Background: an optimization exercise with open tools, aiming at small area, a short achievable clock period and few clock cycles per item. Do not read the settings as production practice. Only simulation tests tie the RTL to the original design; equivalence was not proved. Power is estimated from default activity; no workload was simulated.

==> job 207 <==
Design fpalu, start of the top module:
module fpalu (
    input  wire        clk,
    input  wire        rst,           
    input  wire        in_valid,
    output wire        in_ready,
    input  wire [4:0]  in_op,
    input  wire [31:0] in_a,
    input  wire [31:0] in_b,
    output reg         out_valid,
    output reg  [31:0] out_result
);
clock: 22.0 ns
lec_check: 0
cap_margin: 20
core_margin: 2
core_utilization: 55
cts_cluster_diameter: 150
cts_cluster_size: 20
slew_margin: 20
standard.sh (not shown) runs the stock make flow with config.mk's settings and CLKGATE_MAP_FILE= SYNTH_SCRIPT=/design/flow/synth_recipe.tcl, a recipe that flattens the netlist after the stock synthesis.
==> flow/flow/run.sh <==
#!/bin/bash
# The standard layout (bash standard.sh: the standard flow's synthesis and ORFS flow), with
# two changes to how the layout is optimised; the clock, its period and the
# constraints are the design's own:
#  - the timing repair after placement, CTS and global routing aims for
#    16.65 ns of setup slack instead of 0, so it sizes the longest paths for
#    a clock of about 5.35 ns;
#  - every input and output port still gets its own buffer, but a buf_2
#    instead of the delay cell buffer_ports picks by default.
# The make output goes to standard_flow.log, each tool's own log to
# orfs/logs/.
set -euo pipefail
export SETUP_SLACK_MARGIN=16.65
export BUFFER_PORTS_ARGS="-buffer_cell sky130_fd_sc_hd__buf_2"
bash standard.sh > standard_flow.log 2>&1
==> job 7363 (differences from job 207) <==
--- a/flow/design.v
+++ b/flow/design.v
@@ -36,16 +36,11 @@
     wire [27:0] sh5 = shamt[4] ? {16'b0, sh4[27:16]} : sh4;
     wire sticky = (shamt[2] & (|sh2[3:0])) | (shamt[3] & (|sh3[7:0])) |
                   (shamt[4] & (|sh4[15:0]));
     wire [27:0] x_sml = {sh5[27:1], sh5[0] | sticky};
     wire [27:0] x_big = {1'b1, f_big, 4'b0000};
-    fpalu_adder #(.W(29)) u_add (
-        .a  ({1'b0, x_big}),
-        .b  ({1'b0, x_sml} ^ {29{sub}}),
-        .ci (sub),
-        .s  (x_sum)
-    );
+    assign x_sum = {1'b0, x_big} + ({1'b0, x_sml} ^ {29{sub}}) + {28'd0, sub};
 endmodule
 module fpalu_add_norm (
     input  wire [28:0] x_sum,
     output wire [22:0] z_hi,
     output wire        rnd,
@@ -65,40 +60,10 @@
     wire [28:0] z  = lz[0] ? {z4[27:0], 1'b0} : z4;
     assign z_hi = z[27:5];
     assign rnd  = z[4];
     assign stk  = |z[3:0];
 endmodule
-module fpalu_adder #(
-    parameter W = 32
-) (
-    input  wire [W-1:0] a,
-    input  wire [W-1:0] b,
-    input  wire         ci,
-    output wire [W-1:0] s
-);
-    localparam L = (W < 8) ? 3 : (W < 16) ? 4 : (W < 32) ? 5 : 6;
-    wire [W:0] g [0:L];
-    wire [W:0] p [0:L];
-    assign g[0] = {a & b, ci};
-    assign p[0] = {a ^ b, 1'b0};
-    genvar k, i;
-    generate
-        for (k = 0; k < L; k = k + 1) begin : lv
-            for (i = 0; i <= W; i = i + 1) begin : bt
-                if ((i >> k) & 1) begin : m
-                    localparam integer J = ((i >> k) << k) - 1;
-                    assign g[k+1][i] = g[k][i] | (p[k][i] & g[k][J]);
-                    assign p[k+1][i] = p[k][i] & p[k][J];
-                end else begin : c
-                    assign g[k+1][i] = g[k][i];
-                    assign p[k+1][i] = p[k][i];
-                end
-            end
-        end
-    endgenerate
-    assign s = (a ^ b) ^ g[L][W-1:0];
-endmodule
 module fpalu_mul_tree (
     input  wire [23:0] ma,
     input  wire [23:0] mb,
     output wire [47:0] r0,
     output wire [47:0] r1
@@ -1150,22 +1115,16 @@
     output wire        inc
 );
     wire       s = a[31];
     wire [7:0] e = a[30:23];
     wire is_small = (e < 8'd127);    
-    reg [22:0] fmask, half, below;
-    integer j;
-    always @(*) begin
-        for (j = 0; j < 23; j = j + 1) begin
-            fmask[j] = (e < 8'd150 - j);
-            half[j]  = (e == 8'd149 - j);
-            below[j] = (e == 8'd148 - j);
-        end
-    end
+    wire [7:0]  ip    = e - 8'd127;
+    wire [22:0] fmask = (ip[7:5] != 3'd0) ? 23'd0 : (23'h7FFFFF >> ip[4:0]);
     wire has_frac = |(a[22:0] & fmask);
-    wire k1 = |(a[22:0] & half);
-    wire k0 = |(a[22:0] & below);
+    wire [22:0] half = fmask ^ {1'b0, fmask[22:1]};
+    wire        k1   = |(a[22:0] & half);
+    wire        k0   = |(a[22:0] & {1'b0, half[22:1]});
     wire up = is_floor ? 1'b0 : is_ceil ? has_frac : (k1 & (k0 | s));
     wire one = is_floor ? s : is_ceil ? ~s : ((e == 8'd126) & (a[22] | s));
     assign y   = is_small ? (one ? {s, 31'h3F800000} : 32'h00000000) :
                  up       ? {s, a[30:23], a[22:0] | fmask} :
                             {s, a[30:23], a[22:0] & ~fmask};
@@ -1173,16 +1132,20 @@
 endmodule
 module fpalu_less (
     input  wire [31:0] a,
     input  wire [31:0] b,
     output wire        a_ge,      
+    output wire        mag_eq,    
     output wire        a_lt_b,    
     output wire        b_lt_a     
 );
-    assign a_ge = (a[30:0] >= b[30:0]);
-    assign a_lt_b = (a[31] != b[31]) ? a[31] : (a[31] ? a_ge : ~a_ge);
-    assign b_lt_a = (a[31] != b[31]) ? b[31] : (b[31] ? ~a_ge : a_ge);
+    assign a_ge   = (a[30:0] >= b[30:0]);
+    assign mag_eq = (a[30:0] == b[30:0]);
+    wire mag_lt = ~a_ge;              
+    wire mag_gt = a_ge & ~mag_eq;     
+    assign a_lt_b = (a[31] != b[31]) ? a[31] : (a[31] ? mag_gt : mag_lt);
+    assign b_lt_a = (a[31] != b[31]) ? b[31] : (b[31] ? mag_lt : mag_gt);
 endmodule
 module fpalu (
     input  wire        clk,
     input  wire        rst,           
     input  wire        in_valid,
@@ -1217,15 +1180,16 @@
         a  <= in_a;
         b  <= in_b;
     end
     wire is_add = (op == OP_FADD) || (op == OP_FSUB);
     wire is_mul = (op == OP_FMUL);
-    wire a_ge, a_less_b, b_less_a;
+    wire a_ge, mag_eq, a_less_b, b_less_a;
     fpalu_less u_less (
         .a      (a),
         .b      (b),
         .a_ge   (a_ge),
+        .mag_eq (mag_eq),
         .a_lt_b (a_less_b),
         .b_lt_a (b_less_a)
     );
     wire a_special = (a == SENT) || (a[30:0] == 31'h7F800000);
     wire b_special = (b == SENT) || (b[30:0] == 31'h7F800000);
@@ -1249,12 +1213,14 @@
         case (op)
             OP_MOVE:  byp = a;
             OP_FADD, OP_FSUB: begin
                 if (a_special || bb_special) byp = SENT;
                 else if (a_zero)             byp = bb;
-                else                         byp = a;
-                done = a_special || bb_special || a_zero || b_zero;
+                else if (b_zero)             byp = a;
+                else                         byp = 32'h00000000;   
+                done = a_special || bb_special || a_zero || b_zero ||
+                       (mag_eq && (a[31] != bb[31]));
             end
             OP_FNEG:  byp = a ^ 32'h80000000;
             OP_FMUL: begin
                 if (a_special || b_special) byp = SENT;
                 else                        byp = {a[31] ^ b[31], 31'd0};
@@ -1329,17 +1295,11 @@
         .f_sml (fs1),
         .shamt (sh1),
         .sub   (sub1),
         .x_sum (x_sum)
     );
-    wire [32:0] pq;
-    fpalu_adder #(.W(33)) u_padd (
-        .a  (p0),
-        .b  (p1),
-        .ci (pc1),
-        .s  (pq)
-    );
+    wire [32:0] pq    = p0 + p1 + {32'd0, pc1};
     wire [24:0] ph    = pq[32:8];
     wire [7:0]  me    = ph[24] ? e1 + 8'd1 : e1;
     wire [22:0] mfrac = ph[24] ? ph[23:1] : ph[22:0];
     wire        mbad  = ph[24] ? bad1_1 : bad0_1;
     wire [31:0] mul_res = mbad ? SENT : {s1, me, mfrac};
@@ -1366,11 +1326,10 @@
         .z_hi  (nz),
         .rnd   (n_rnd),
         .stk   (n_stk),
         .lz    (n_lz)
     );
-    wire zero2 = !pass2 && (x2 == 29'd0);
     wire [9:0] e_norm = {2'b00, e2} + 10'd1 - {5'd0, n_lz};
     wire e_low  = e_norm[9] || (e_norm == 10'd0);
     wire e_high = (e_norm[9:8] == 2'b01) || (e_norm[7:0] == 8'hFF);
     reg        v3;
     reg        chk3, bad3, up3;
@@ -1378,15 +1337,15 @@
     reg [7:0]  e3;
     reg [22:0] z3;
     always @(posedge clk) begin
         if (rst) v3 <= 1'b0;
         else     v3 <= v2;
-        chk3 <= !pass2 && !zero2;
-        bad3 <= !pass2 && !zero2 && (e_low || e_high);
+        chk3 <= !pass2;
+        bad3 <= !pass2 && (e_low || e_high);
         up3  <= pass2 ? inc2 : (n_rnd && (n_stk || s2));
-        s3   <= s2 && !zero2;
-        e3   <= pass2 ? e2 : zero2 ? 8'd0 : e_norm[7:0];
+        s3   <= s2;
+        e3   <= pass2 ? e2 : e_norm[7:0];
         z3   <= nz;
     end
     wire [30:0] sum = {e3, z3} + {30'd0, up3};
     wire        bad = bad3 || (chk3 && (sum[30:23] == 8'hFF));
     always @(posedge clk) begin
==> flow/flow/run.sh (replaced) <==
#!/bin/bash
# The standard layout (bash standard.sh: the standard flow's synthesis and ORFS flow), with
# two changes to how the layout is optimised; the clock, its period and the
# constraints are the design's own:
#  - the timing repair after placement, CTS and global routing aims for
#    16.5 ns of setup slack instead of 0, so it sizes the longest paths for
#    a clock of about 5.5 ns;
#  - every input and output port still gets its own buffer, but a buf_2
#    instead of the delay cell buffer_ports picks by default.
# The make output goes to standard_flow.log, each tool's own log to
# orfs/logs/.
set -euo pipefail
export SETUP_SLACK_MARGIN=16.5
export BUFFER_PORTS_ARGS="-buffer_cell sky130_fd_sc_hd__buf_2"
bash standard.sh > standard_flow.log 2>&1
- CORE_UTILIZATION: 55 -> 40
- CTS_CLUSTER_DIAMETER: 150 -> 80
- CTS_CLUSTER_SIZE: 20 -> 30
==> summary of the runs <==
- Power: job 7363 is higher than job 207 (about 9%).
- Clock-buffer cell count: job 7363 is higher than job 207 (11).
- Job 207 completed with no timing, DRC or antenna violations. Job 7363 went through all stages and came out clean.
- Non-clock buffer count: job 207 is higher than job 7363 (6).
- Against job 7363, the maximum frequency of job 207 is higher by 2.8%.
- Between job 7363 and job 207, the lower utilization is in job 7363 (gap 15 points).
- Combinational power is about the same in job 207 and job 7363.
- In job 7363 the sequential share of layout area is lower than in job 207, by 0.74 points.
==> figures <==
metric                                                                job 207    job 7363
Flop-to-flop setup slack                                             16.79 ns    16.61 ns
Number of distinct library cells after synthesis                           79         100
Startpoint of the worst hold path                                          s3          v2
Average via count per standard cell                                     6.051       5.576
Worst Setup Slack post-DPL                                           16.15 ns    16.13 ns
Fraction of post-synthesis cell area in the top cell type by area      0.2804      0.2744
Minimum clock period                                                 5.379 ns    5.528 ns
Chip Width                                                           256.2 um    302.0 um
Metal-1 WL                                                           46560 um    47800 um
Run status                                   no timing/DRC/antenna violations  no timing/DRC/antenna violations
Sequential fraction of total cell area                                 0.1692      0.1619
Achievable clock frequency                                          185.9 MHz   180.9 MHz
Tcrit/Tclk final                                                       0.2445      0.2513
Switching share of power                                               0.4791      0.4794
Count of standard-cell rows                                                92         109
Testbench counts of job 207, summed over its fixed seeds: cycles 40,040, items 40,000.
Testbench counts of job 7363, summed over its fixed seeds: cycles 40,040, items 40,000.

========
==> inputs of v27 <==
fpalu, a different RTL version from the one above (not shown whole).
Settings: LEC_CHECK=0, CAP_MARGIN=20, CORE_MARGIN=2, CORE_UTILIZATION=40, SLEW_MARGIN=20; clock period 22.0 ns.
==> flow/flow/run.sh <==
#!/bin/bash
# Standard layout, with the timing repair aiming for 16.5 ns of setup slack
# (a ~5.5 ns clock) instead of 0: the design's clock and constraints
# are unchanged, only the repair works harder on the longest paths.
set -euo pipefail
export SETUP_SLACK_MARGIN=16.5
bash standard.sh > standard_flow.log 2>&1
==> inputs of v35, as changes to v27 <==
==> flow/flow/run.sh (replaced) <==
#!/bin/bash
# Standard layout, with the timing repair aiming for 16 ns of setup slack
# (a ~6 ns clock) instead of 0: the design's clock and constraints
# are unchanged, only the repair works harder on the longest paths.
set -euo pipefail
export SETUP_SLACK_MARGIN=16
bash standard.sh > standard_flow.log 2>&1
==> summary.txt <==
Worst Setup SP: a[16]
Crit path to: p1[7]
Status: finished clean
Seq power: 0.850 mW
Critical path buffers and inverters: 5
R2R Setup Slk: 16.02 ns
Clock slew at reported path FFs: 0.07 ns
WL final: 123200 µm
CP Capture Type: register
Seq. cell area: 6869 µm²
Clock Skew: 0.02296 ns
Vias in the first global route: 31.21k
Comb_multi_in: 2966
Switch Pwr: 1.826 mW
Critical path, cell by cell: clkinvlp_4 -> nor2_1 -> fa_1 -> fa_1 -> inv_1 -> fa_1 -> inv_1 -> fa_1 -> inv_1 -> fa_1 -> fa_1 -> inv_1 -> fa_1
Post-layout nets: 5004
# the run above: v35

==> summary.txt <==
Status: finished clean
Vias in the first global route: 31.23k
Clock Skew: 0.02068 ns
Worst Setup SP: out_result[19]
Hold crit path type: register to register
Seq. cell area: 6885 µm²
Critical path, cell by cell: buf_2
Critical path buffers and inverters: 1
WL final: 124000 µm
Crit path to: out_result[19]
Final Power: 3.957 mW
Switch Pwr: 1.832 mW
R2R Setup Slk: 16.74 ns
CP Capture Type: output pin
Post-layout nets: 5017
CP Data Required Time: 17.60 ns
Worst Path Arrival: 1.06 ns
# the run above: v27

Testbench counts of v27, summed over its fixed seeds: cycles 40,040, items 40,000.
Testbench counts of v35, summed over its fixed seeds: cycles 40,040, items 40,000.

========
==> run a <==
fpalu with an RTL version that a note above also has.
==> module fpalu_intround, before the edit <==
module fpalu_intround (
    input  wire [31:0] a,
    input  wire        is_floor,
    input  wire        is_ceil,    
    output wire [31:0] y,
    output wire        inc
);
    wire       s = a[31];
    wire [7:0] e = a[30:23];
    wire is_small = (e < 8'd127);    
    reg [22:0] fmask, half, below;
    integer j;
    always @(*) begin
        for (j = 0; j < 23; j = j + 1) begin
            fmask[j] = (e < 8'd150 - j);
            half[j]  = (e == 8'd149 - j);
            below[j] = (e == 8'd148 - j);
        end
    end
    wire has_frac = |(a[22:0] & fmask);
    wire k1 = |(a[22:0] & half);
    wire k0 = |(a[22:0] & below);
    wire up = is_floor ? 1'b0 : is_ceil ? has_frac : (k1 & (k0 | s));
    wire one = is_floor ? s : is_ceil ? ~s : ((e == 8'd126) & (a[22] | s));
    assign y   = is_small ? (one ? {s, 31'h3F800000} : 32'h00000000) :
                 up       ? {s, a[30:23], a[22:0] | fmask} :
                            {s, a[30:23], a[22:0] & ~fmask};
    assign inc = ~is_small & up;
endmodule
export LEC_CHECK = 0
export CAP_MARGIN = 20
export CORE_MARGIN = 2
export CORE_UTILIZATION = 55
export CTS_CLUSTER_DIAMETER = 200
export CTS_CLUSTER_SIZE = 25
export SLEW_MARGIN = 20
create_clock -name core_clock -period 22.0 [get_ports {clk}]
==> flow/flow/run.sh <==
#!/bin/bash
# The standard layout (bash standard.sh: the standard flow's synthesis and ORFS flow), with
# two changes to how the layout is optimised; the clock, its period and the
# constraints are the design's own:
#  - the timing repair after placement, CTS and global routing aims for
#    16.65 ns of setup slack instead of 0, so it sizes the longest paths for
#    a clock of about 5.35 ns;
#  - every input and output port still gets its own buffer, but a buf_2
#    instead of the delay cell buffer_ports picks by default.
# The make output goes to standard_flow.log, each tool's own log to
# orfs/logs/.
set -euo pipefail
export SETUP_SLACK_MARGIN=16.65
export BUFFER_PORTS_ARGS="-buffer_cell sky130_fd_sc_hd__buf_2"
bash standard.sh > standard_flow.log 2>&1
==> run b (differences from run a) <==
--- a/flow/design.v
+++ b/flow/design.v
@@ -1150,22 +1150,16 @@
     output wire        inc
 );
     wire       s = a[31];
     wire [7:0] e = a[30:23];
     wire is_small = (e < 8'd127);    
-    reg [22:0] fmask, half, below;
-    integer j;
-    always @(*) begin
-        for (j = 0; j < 23; j = j + 1) begin
-            fmask[j] = (e < 8'd150 - j);
-            half[j]  = (e == 8'd149 - j);
-            below[j] = (e == 8'd148 - j);
-        end
-    end
+    wire [7:0]  ip    = e - 8'd127;
+    wire [22:0] fmask = (ip[7:5] != 3'd0) ? 23'd0 : (23'h7FFFFF >> ip[4:0]);
     wire has_frac = |(a[22:0] & fmask);
-    wire k1 = |(a[22:0] & half);
-    wire k0 = |(a[22:0] & below);
+    wire [22:0] half = fmask ^ {1'b0, fmask[22:1]};
+    wire        k1   = |(a[22:0] & half);
+    wire        k0   = |(a[22:0] & {1'b0, half[22:1]});
     wire up = is_floor ? 1'b0 : is_ceil ? has_frac : (k1 & (k0 | s));
     wire one = is_floor ? s : is_ceil ? ~s : ((e == 8'd126) & (a[22] | s));
     assign y   = is_small ? (one ? {s, 31'h3F800000} : 32'h00000000) :
                  up       ? {s, a[30:23], a[22:0] | fmask} :
                             {s, a[30:23], a[22:0] & ~fmask};
--- a/flow/config.mk
+++ b/flow/config.mk
@@ -6,8 +6,6 @@
 export NUM_CORES = 4
 export LEC_CHECK = 0
 export CAP_MARGIN = 20
 export CORE_MARGIN = 2
 export CORE_UTILIZATION = 55
-export CTS_CLUSTER_DIAMETER = 200
-export CTS_CLUSTER_SIZE = 25
 export SLEW_MARGIN = 20
==> run c (differences from run a) <==
--- a/flow/design.v
+++ b/flow/design.v
@@ -36,16 +36,11 @@
     wire [27:0] sh5 = shamt[4] ? {16'b0, sh4[27:16]} : sh4;
     wire sticky = (shamt[2] & (|sh2[3:0])) | (shamt[3] & (|sh3[7:0])) |
                   (shamt[4] & (|sh4[15:0]));
     wire [27:0] x_sml = {sh5[27:1], sh5[0] | sticky};
     wire [27:0] x_big = {1'b1, f_big, 4'b0000};
-    fpalu_adder #(.W(29)) u_add (
-        .a  ({1'b0, x_big}),
-        .b  ({1'b0, x_sml} ^ {29{sub}}),
-        .ci (sub),
-        .s  (x_sum)
-    );
+    assign x_sum = {1'b0, x_big} + ({1'b0, x_sml} ^ {29{sub}}) + {28'd0, sub};
 endmodule
 module fpalu_add_norm (
     input  wire [28:0] x_sum,
     output wire [22:0] z_hi,
     output wire        rnd,
@@ -65,40 +60,10 @@
     wire [28:0] z  = lz[0] ? {z4[27:0], 1'b0} : z4;
     assign z_hi = z[27:5];
     assign rnd  = z[4];
     assign stk  = |z[3:0];
 endmodule
-module fpalu_adder #(
-    parameter W = 32
-) (
-    input  wire [W-1:0] a,
-    input  wire [W-1:0] b,
-    input  wire         ci,
-    output wire [W-1:0] s
-);
-    localparam L = (W < 8) ? 3 : (W < 16) ? 4 : (W < 32) ? 5 : 6;
-    wire [W:0] g [0:L];
-    wire [W:0] p [0:L];
-    assign g[0] = {a & b, ci};
-    assign p[0] = {a ^ b, 1'b0};
-    genvar k, i;
-    generate
-        for (k = 0; k < L; k = k + 1) begin : lv
-            for (i = 0; i <= W; i = i + 1) begin : bt
-                if ((i >> k) & 1) begin : m
-                    localparam integer J = ((i >> k) << k) - 1;
-                    assign g[k+1][i] = g[k][i] | (p[k][i] & g[k][J]);
-                    assign p[k+1][i] = p[k][i] & p[k][J];
-                end else begin : c
-                    assign g[k+1][i] = g[k][i];
-                    assign p[k+1][i] = p[k][i];
-                end
-            end
-        end
-    endgenerate
-    assign s = (a ^ b) ^ g[L][W-1:0];
-endmodule
 module fpalu_mul_tree (
     input  wire [23:0] ma,
     input  wire [23:0] mb,
     output wire [47:0] r0,
     output wire [47:0] r1
@@ -1150,22 +1115,16 @@
     output wire        inc
 );
     wire       s = a[31];
     wire [7:0] e = a[30:23];
     wire is_small = (e < 8'd127);    
-    reg [22:0] fmask, half, below;
-    integer j;
-    always @(*) begin
-        for (j = 0; j < 23; j = j + 1) begin
-            fmask[j] = (e < 8'd150 - j);
-            half[j]  = (e == 8'd149 - j);
-            below[j] = (e == 8'd148 - j);
-        end
-    end
+    wire [7:0]  ip    = e - 8'd127;
+    wire [22:0] fmask = (ip[7:5] != 3'd0) ? 23'd0 : (23'h7FFFFF >> ip[4:0]);
     wire has_frac = |(a[22:0] & fmask);
-    wire k1 = |(a[22:0] & half);
-    wire k0 = |(a[22:0] & below);
+    wire [22:0] half = fmask ^ {1'b0, fmask[22:1]};
+    wire        k1   = |(a[22:0] & half);
+    wire        k0   = |(a[22:0] & {1'b0, half[22:1]});
     wire up = is_floor ? 1'b0 : is_ceil ? has_frac : (k1 & (k0 | s));
     wire one = is_floor ? s : is_ceil ? ~s : ((e == 8'd126) & (a[22] | s));
     assign y   = is_small ? (one ? {s, 31'h3F800000} : 32'h00000000) :
                  up       ? {s, a[30:23], a[22:0] | fmask} :
                             {s, a[30:23], a[22:0] & ~fmask};
@@ -1173,16 +1132,20 @@
 endmodule
 module fpalu_less (
     input  wire [31:0] a,
     input  wire [31:0] b,
     output wire        a_ge,      
+    output wire        mag_eq,    
     output wire        a_lt_b,    
     output wire        b_lt_a     
 );
-    assign a_ge = (a[30:0] >= b[30:0]);
-    assign a_lt_b = (a[31] != b[31]) ? a[31] : (a[31] ? a_ge : ~a_ge);
-    assign b_lt_a = (a[31] != b[31]) ? b[31] : (b[31] ? ~a_ge : a_ge);
+    assign a_ge   = (a[30:0] >= b[30:0]);
+    assign mag_eq = (a[30:0] == b[30:0]);
+    wire mag_lt = ~a_ge;              
+    wire mag_gt = a_ge & ~mag_eq;     
+    assign a_lt_b = (a[31] != b[31]) ? a[31] : (a[31] ? mag_gt : mag_lt);
+    assign b_lt_a = (a[31] != b[31]) ? b[31] : (b[31] ? mag_lt : mag_gt);
 endmodule
 module fpalu (
     input  wire        clk,
     input  wire        rst,           
     input  wire        in_valid,
@@ -1217,15 +1180,16 @@
         a  <= in_a;
         b  <= in_b;
     end
     wire is_add = (op == OP_FADD) || (op == OP_FSUB);
     wire is_mul = (op == OP_FMUL);
-    wire a_ge, a_less_b, b_less_a;
+    wire a_ge, mag_eq, a_less_b, b_less_a;
     fpalu_less u_less (
         .a      (a),
         .b      (b),
         .a_ge   (a_ge),
+        .mag_eq (mag_eq),
         .a_lt_b (a_less_b),
         .b_lt_a (b_less_a)
     );
     wire a_special = (a == SENT) || (a[30:0] == 31'h7F800000);
     wire b_special = (b == SENT) || (b[30:0] == 31'h7F800000);
@@ -1249,12 +1213,14 @@
         case (op)
             OP_MOVE:  byp = a;
             OP_FADD, OP_FSUB: begin
                 if (a_special || bb_special) byp = SENT;
                 else if (a_zero)             byp = bb;
-                else                         byp = a;
-                done = a_special || bb_special || a_zero || b_zero;
+                else if (b_zero)             byp = a;
+                else                         byp = 32'h00000000;   
+                done = a_special || bb_special || a_zero || b_zero ||
+                       (mag_eq && (a[31] != bb[31]));
             end
             OP_FNEG:  byp = a ^ 32'h80000000;
             OP_FMUL: begin
                 if (a_special || b_special) byp = SENT;
                 else                        byp = {a[31] ^ b[31], 31'd0};
@@ -1329,17 +1295,11 @@
         .f_sml (fs1),
         .shamt (sh1),
         .sub   (sub1),
         .x_sum (x_sum)
     );
-    wire [32:0] pq;
-    fpalu_adder #(.W(33)) u_padd (
-        .a  (p0),
-        .b  (p1),
-        .ci (pc1),
-        .s  (pq)
-    );
+    wire [32:0] pq    = p0 + p1 + {32'd0, pc1};
     wire [24:0] ph    = pq[32:8];
     wire [7:0]  me    = ph[24] ? e1 + 8'd1 : e1;
     wire [22:0] mfrac = ph[24] ? ph[23:1] : ph[22:0];
     wire        mbad  = ph[24] ? bad1_1 : bad0_1;
     wire [31:0] mul_res = mbad ? SENT : {s1, me, mfrac};
@@ -1366,11 +1326,10 @@
         .z_hi  (nz),
         .rnd   (n_rnd),
         .stk   (n_stk),
         .lz    (n_lz)
     );
-    wire zero2 = !pass2 && (x2 == 29'd0);
     wire [9:0] e_norm = {2'b00, e2} + 10'd1 - {5'd0, n_lz};
     wire e_low  = e_norm[9] || (e_norm == 10'd0);
     wire e_high = (e_norm[9:8] == 2'b01) || (e_norm[7:0] == 8'hFF);
     reg        v3;
     reg        chk3, bad3, up3;
@@ -1378,15 +1337,15 @@
     reg [7:0]  e3;
     reg [22:0] z3;
     always @(posedge clk) begin
         if (rst) v3 <= 1'b0;
         else     v3 <= v2;
-        chk3 <= !pass2 && !zero2;
-        bad3 <= !pass2 && !zero2 && (e_low || e_high);
+        chk3 <= !pass2;
+        bad3 <= !pass2 && (e_low || e_high);
         up3  <= pass2 ? inc2 : (n_rnd && (n_stk || s2));
-        s3   <= s2 && !zero2;
-        e3   <= pass2 ? e2 : zero2 ? 8'd0 : e_norm[7:0];
+        s3   <= s2;
+        e3   <= pass2 ? e2 : e_norm[7:0];
         z3   <= nz;
     end
     wire [30:0] sum = {e3, z3} + {30'd0, up3};
     wire        bad = bad3 || (chk3 && (sum[30:23] == 8'hFF));
     always @(posedge clk) begin
==> flow/flow/run.sh (replaced) <==
#!/bin/bash
# The standard layout (bash standard.sh: the standard flow's synthesis and ORFS flow), with
# two changes to how the layout is optimised; the clock, its period and the
# constraints are the design's own:
#  - the timing repair after placement, CTS and global routing aims for
#    16.5 ns of setup slack instead of 0, so it sizes the longest paths for
#    a clock of about 5.5 ns;
#  - every input and output port still gets its own buffer, but a buf_2
#    instead of the delay cell buffer_ports picks by default.
# The make output goes to standard_flow.log, each tool's own log to
# orfs/logs/.
set -euo pipefail
export SETUP_SLACK_MARGIN=16.5
export BUFFER_PORTS_ARGS="-buffer_cell sky130_fd_sc_hd__buf_2"
bash standard.sh > standard_flow.log 2>&1
==> flow/config.mk (replaced) <==
export PLATFORM = sky130hd
export DESIGN_NAME = fpalu
export DESIGN_NICKNAME = fpalu
export VERILOG_FILES = /design/flow/design.v
export SDC_FILE = /design/flow/constraint.sdc
export NUM_CORES = 4
export LEC_CHECK = 0
export CAP_MARGIN = 20
export CORE_MARGIN = 2
export CORE_UTILIZATION = 40
export SLEW_MARGIN = 20
==> run d (differences from run a) <==
--- a/flow/design.v
+++ b/flow/design.v
@@ -1150,22 +1150,16 @@
     output wire        inc
 );
     wire       s = a[31];
     wire [7:0] e = a[30:23];
     wire is_small = (e < 8'd127);    
-    reg [22:0] fmask, half, below;
-    integer j;
-    always @(*) begin
-        for (j = 0; j < 23; j = j + 1) begin
-            fmask[j] = (e < 8'd150 - j);
-            half[j]  = (e == 8'd149 - j);
-            below[j] = (e == 8'd148 - j);
-        end
-    end
+    wire [7:0]  ip    = e - 8'd127;
+    wire [22:0] fmask = (ip[7:5] != 3'd0) ? 23'd0 : (23'h7FFFFF >> ip[4:0]);
     wire has_frac = |(a[22:0] & fmask);
-    wire k1 = |(a[22:0] & half);
-    wire k0 = |(a[22:0] & below);
+    wire [22:0] half = fmask ^ {1'b0, fmask[22:1]};
+    wire        k1   = |(a[22:0] & half);
+    wire        k0   = |(a[22:0] & {1'b0, half[22:1]});
     wire up = is_floor ? 1'b0 : is_ceil ? has_frac : (k1 & (k0 | s));
     wire one = is_floor ? s : is_ceil ? ~s : ((e == 8'd126) & (a[22] | s));
     assign y   = is_small ? (one ? {s, 31'h3F800000} : 32'h00000000) :
                  up       ? {s, a[30:23], a[22:0] | fmask} :
                             {s, a[30:23], a[22:0] & ~fmask};
@@ -1173,16 +1167,20 @@
 endmodule
 module fpalu_less (
     input  wire [31:0] a,
     input  wire [31:0] b,
     output wire        a_ge,      
+    output wire        mag_eq,    
     output wire        a_lt_b,    
     output wire        b_lt_a     
 );
-    assign a_ge = (a[30:0] >= b[30:0]);
-    assign a_lt_b = (a[31] != b[31]) ? a[31] : (a[31] ? a_ge : ~a_ge);
-    assign b_lt_a = (a[31] != b[31]) ? b[31] : (b[31] ? ~a_ge : a_ge);
+    assign a_ge   = (a[30:0] >= b[30:0]);
+    assign mag_eq = (a[30:0] == b[30:0]);
+    wire mag_lt = ~a_ge;              
+    wire mag_gt = a_ge & ~mag_eq;     
+    assign a_lt_b = (a[31] != b[31]) ? a[31] : (a[31] ? mag_gt : mag_lt);
+    assign b_lt_a = (a[31] != b[31]) ? b[31] : (b[31] ? mag_lt : mag_gt);
 endmodule
 module fpalu (
     input  wire        clk,
     input  wire        rst,           
     input  wire        in_valid,
@@ -1217,15 +1215,16 @@
         a  <= in_a;
         b  <= in_b;
     end
     wire is_add = (op == OP_FADD) || (op == OP_FSUB);
     wire is_mul = (op == OP_FMUL);
-    wire a_ge, a_less_b, b_less_a;
+    wire a_ge, mag_eq, a_less_b, b_less_a;
     fpalu_less u_less (
         .a      (a),
         .b      (b),
         .a_ge   (a_ge),
+        .mag_eq (mag_eq),
         .a_lt_b (a_less_b),
         .b_lt_a (b_less_a)
     );
     wire a_special = (a == SENT) || (a[30:0] == 31'h7F800000);
     wire b_special = (b == SENT) || (b[30:0] == 31'h7F800000);
@@ -1249,12 +1248,14 @@
         case (op)
             OP_MOVE:  byp = a;
             OP_FADD, OP_FSUB: begin
                 if (a_special || bb_special) byp = SENT;
                 else if (a_zero)             byp = bb;
-                else                         byp = a;
-                done = a_special || bb_special || a_zero || b_zero;
+                else if (b_zero)             byp = a;
+                else                         byp = 32'h00000000;   
+                done = a_special || bb_special || a_zero || b_zero ||
+                       (mag_eq && (a[31] != bb[31]));
             end
             OP_FNEG:  byp = a ^ 32'h80000000;
             OP_FMUL: begin
                 if (a_special || b_special) byp = SENT;
                 else                        byp = {a[31] ^ b[31], 31'd0};
@@ -1289,22 +1290,22 @@
         .ma ({1'b1, a[22:0]}),
         .mb ({1'b1, b[22:0]}),
         .r0 (t0),
         .r1 (t1)
     );
-    wire [15:0] t_lo = {1'b0, t0[14:0]} + {1'b0, t1[14:0]};
+    wire [19:0] t_lo = {1'b0, t0[18:0]} + {1'b0, t1[18:0]};
     wire [9:0] e0   = {2'b00, a[30:23]} + {2'b00, b[30:23]} - 10'd127;
     wire       bad0 = e0[9] || (e0 == 10'd0) || (e0 > 10'd254);
     wire       bad1 = e0[9] || (e0 > 10'd253);
     reg        v1;
     reg        add1, mul1;
     reg        inc1;
     reg        s1, sub1;
     reg [7:0]  e1;
     reg [22:0] fb1, fs1;
     reg [4:0]  sh1;
-    reg [32:0] p0, p1;
+    reg [28:0] p0, p1;
     reg        pc1;
     reg        bad0_1, bad1_1;
     always @(posedge clk) begin
         if (rst) v1 <= 1'b0;
         else     v1 <= v0;
@@ -1315,13 +1316,13 @@
         e1     <= is_mul ? e0[7:0] : od_e;
         sub1   <= od_sub;
         fb1    <= done ? byp[22:0] : od_fb;
         fs1    <= done ? {14'd0, byp[31:23]} : od_fs;
         sh1    <= od_sh;
-        p0     <= t0[47:15];
-        p1     <= t1[47:15];
-        pc1    <= t_lo[15];
+        p0     <= t0[47:19];
+        p1     <= t1[47:19];
+        pc1    <= t_lo[19];
         bad0_1 <= bad0;
         bad1_1 <= bad1;
     end
     wire [28:0] x_sum;
     fpalu_add_sum u_sum (
@@ -1329,18 +1330,18 @@
         .f_sml (fs1),
         .shamt (sh1),
         .sub   (sub1),
         .x_sum (x_sum)
     );
-    wire [32:0] pq;
-    fpalu_adder #(.W(33)) u_padd (
+    wire [28:0] pq;
+    fpalu_adder #(.W(29)) u_padd (
         .a  (p0),
         .b  (p1),
         .ci (pc1),
         .s  (pq)
     );
-    wire [24:0] ph    = pq[32:8];
+    wire [24:0] ph    = pq[28:4];
     wire [7:0]  me    = ph[24] ? e1 + 8'd1 : e1;
     wire [22:0] mfrac = ph[24] ? ph[23:1] : ph[22:0];
     wire        mbad  = ph[24] ? bad1_1 : bad0_1;
     wire [31:0] mul_res = mbad ? SENT : {s1, me, mfrac};
     wire [31:0] word = mul1 ? mul_res : {fs1[8:0], fb1};
@@ -1366,11 +1367,10 @@
         .z_hi  (nz),
         .rnd   (n_rnd),
         .stk   (n_stk),
         .lz    (n_lz)
     );
-    wire zero2 = !pass2 && (x2 == 29'd0);
     wire [9:0] e_norm = {2'b00, e2} + 10'd1 - {5'd0, n_lz};
     wire e_low  = e_norm[9] || (e_norm == 10'd0);
     wire e_high = (e_norm[9:8] == 2'b01) || (e_norm[7:0] == 8'hFF);
     reg        v3;
     reg        chk3, bad3, up3;
@@ -1378,15 +1378,15 @@
     reg [7:0]  e3;
     reg [22:0] z3;
     always @(posedge clk) begin
         if (rst) v3 <= 1'b0;
         else     v3 <= v2;
-        chk3 <= !pass2 && !zero2;
-        bad3 <= !pass2 && !zero2 && (e_low || e_high);
+        chk3 <= !pass2;
+        bad3 <= !pass2 && (e_low || e_high);
         up3  <= pass2 ? inc2 : (n_rnd && (n_stk || s2));
-        s3   <= s2 && !zero2;
-        e3   <= pass2 ? e2 : zero2 ? 8'd0 : e_norm[7:0];
+        s3   <= s2;
+        e3   <= pass2 ? e2 : e_norm[7:0];
         z3   <= nz;
     end
     wire [30:0] sum = {e3, z3} + {30'd0, up3};
     wire        bad = bad3 || (chk3 && (sum[30:23] == 8'hFF));
     always @(posedge clk) begin
==> flow/flow/run.sh (replaced) <==
#!/bin/bash
# The standard layout (bash standard.sh: the standard flow's synthesis and ORFS flow), with
# two changes to how the layout is optimised; the clock, its period and the
# constraints are the design's own:
#  - the timing repair after placement, CTS and global routing aims for
#    16.5 ns of setup slack instead of 0, so it sizes the longest paths for
#    a clock of about 5.5 ns;
#  - every input and output port still gets its own buffer, but a buf_2
#    instead of the delay cell buffer_ports picks by default.
# The make output goes to standard_flow.log, each tool's own log to
# orfs/logs/.
set -euo pipefail
export SETUP_SLACK_MARGIN=16.5
export BUFFER_PORTS_ARGS="-buffer_cell sky130_fd_sc_hd__buf_2"
bash standard.sh > standard_flow.log 2>&1
--- a/flow/config.mk
+++ b/flow/config.mk
@@ -6,8 +6,6 @@
 export NUM_CORES = 4
 export LEC_CHECK = 0
 export CAP_MARGIN = 20
 export CORE_MARGIN = 2
 export CORE_UTILIZATION = 55
-export CTS_CLUSTER_DIAMETER = 200
-export CTS_CLUSTER_SIZE = 25
 export SLEW_MARGIN = 20
==> summary of the runs <==
Run a passed the timing, design-rule and antenna checks. Run d completed without violations. Run c finished with timing, DRC and antenna clean. Run b finished clean. Synthesized cell count, highest first: run c, run b, run a, run d. Against run a, the die area of run d is lower by 0.66%. Non-clock buffer count, lowest first: run b, run c, run d, run a. Critical path depth: run a is lower than run d (16). In run a the sequential cell count is higher than in run d, by 8. The lowest design area belongs to run a, the highest to run c. Global-route usage: run b > run d > run a > run c. The highest worst hold slack belongs to run c, the lowest to run d. Core utilization: run c < run a < run d < run b. Between run b and run c, the lower count of clock-buffer cells in the layout is in run b (gap 2).
Testbench counts of run a, summed over its fixed seeds: cycles 40,040, items 40,000.
Testbench counts of run b, summed over its fixed seeds: cycles 40,040, items 40,000.
Testbench counts of run c, summed over its fixed seeds: cycles 40,040, items 40,000.
Testbench counts of run d, summed over its fixed seeds: cycles 40,040, items 40,000.

-- port drivers added, routing unchanged --
In the flow no input, the clock included, has a driving cell. The finished layouts below were timed again as built, in two steps.
Step 1: set_driving_cell puts a clkbuf_16 on clk and a buf_2 on each other input, an assumption about the parent block.
Step 2 moves the port delays by t, midway between the first and last clock arrival at a register: inputs arrive t later, outputs are due t later. That takes back most of the time a late clock gives input paths.
Slacks: no drivers / after step 1 / after step 2; pairs: no drivers / after step 1.
| run | shift t [ns] | slack for setup (ns) | worst hold slack (ns) | worst setup path after step 2 |
|---|---|---|---|---|
| job 207 | 0.607 | 16.621 / 16.558 / 16.791 | 0.423 / 0.423 / 0.423 | register to register |
| job 7363 | 0.738 | 16.472 / 16.399 / 16.609 | 0.423 / 0.423 / 0.423 | register to register |
| v27 | 0.704 | 16.539 / 16.467 / 16.739 | 0.407 / 0.407 / 0.407 | register to register |
| v35 | 0.704 | 16.017 / 16.017 / 16.017 | 0.407 / 0.407 / 0.407 | register to register |
| run a | 0.603 | 16.626 / 16.563 / 16.757 | 0.415 / 0.415 / 0.415 | register to register |
| run b | 0.662 | 16.576 / 16.508 / 16.697 | 0.427 / 0.427 / 0.427 | register to register |
| run c | 0.672 | 16.555 / 16.490 / 16.607 | 0.430 / 0.430 / 0.430 | register to register |
| run d | 0.657 | 16.550 / 16.499 / 16.550 | 0.410 / 0.410 / 0.410 | register to register |
After both steps setup and hold are still met in every run listed.
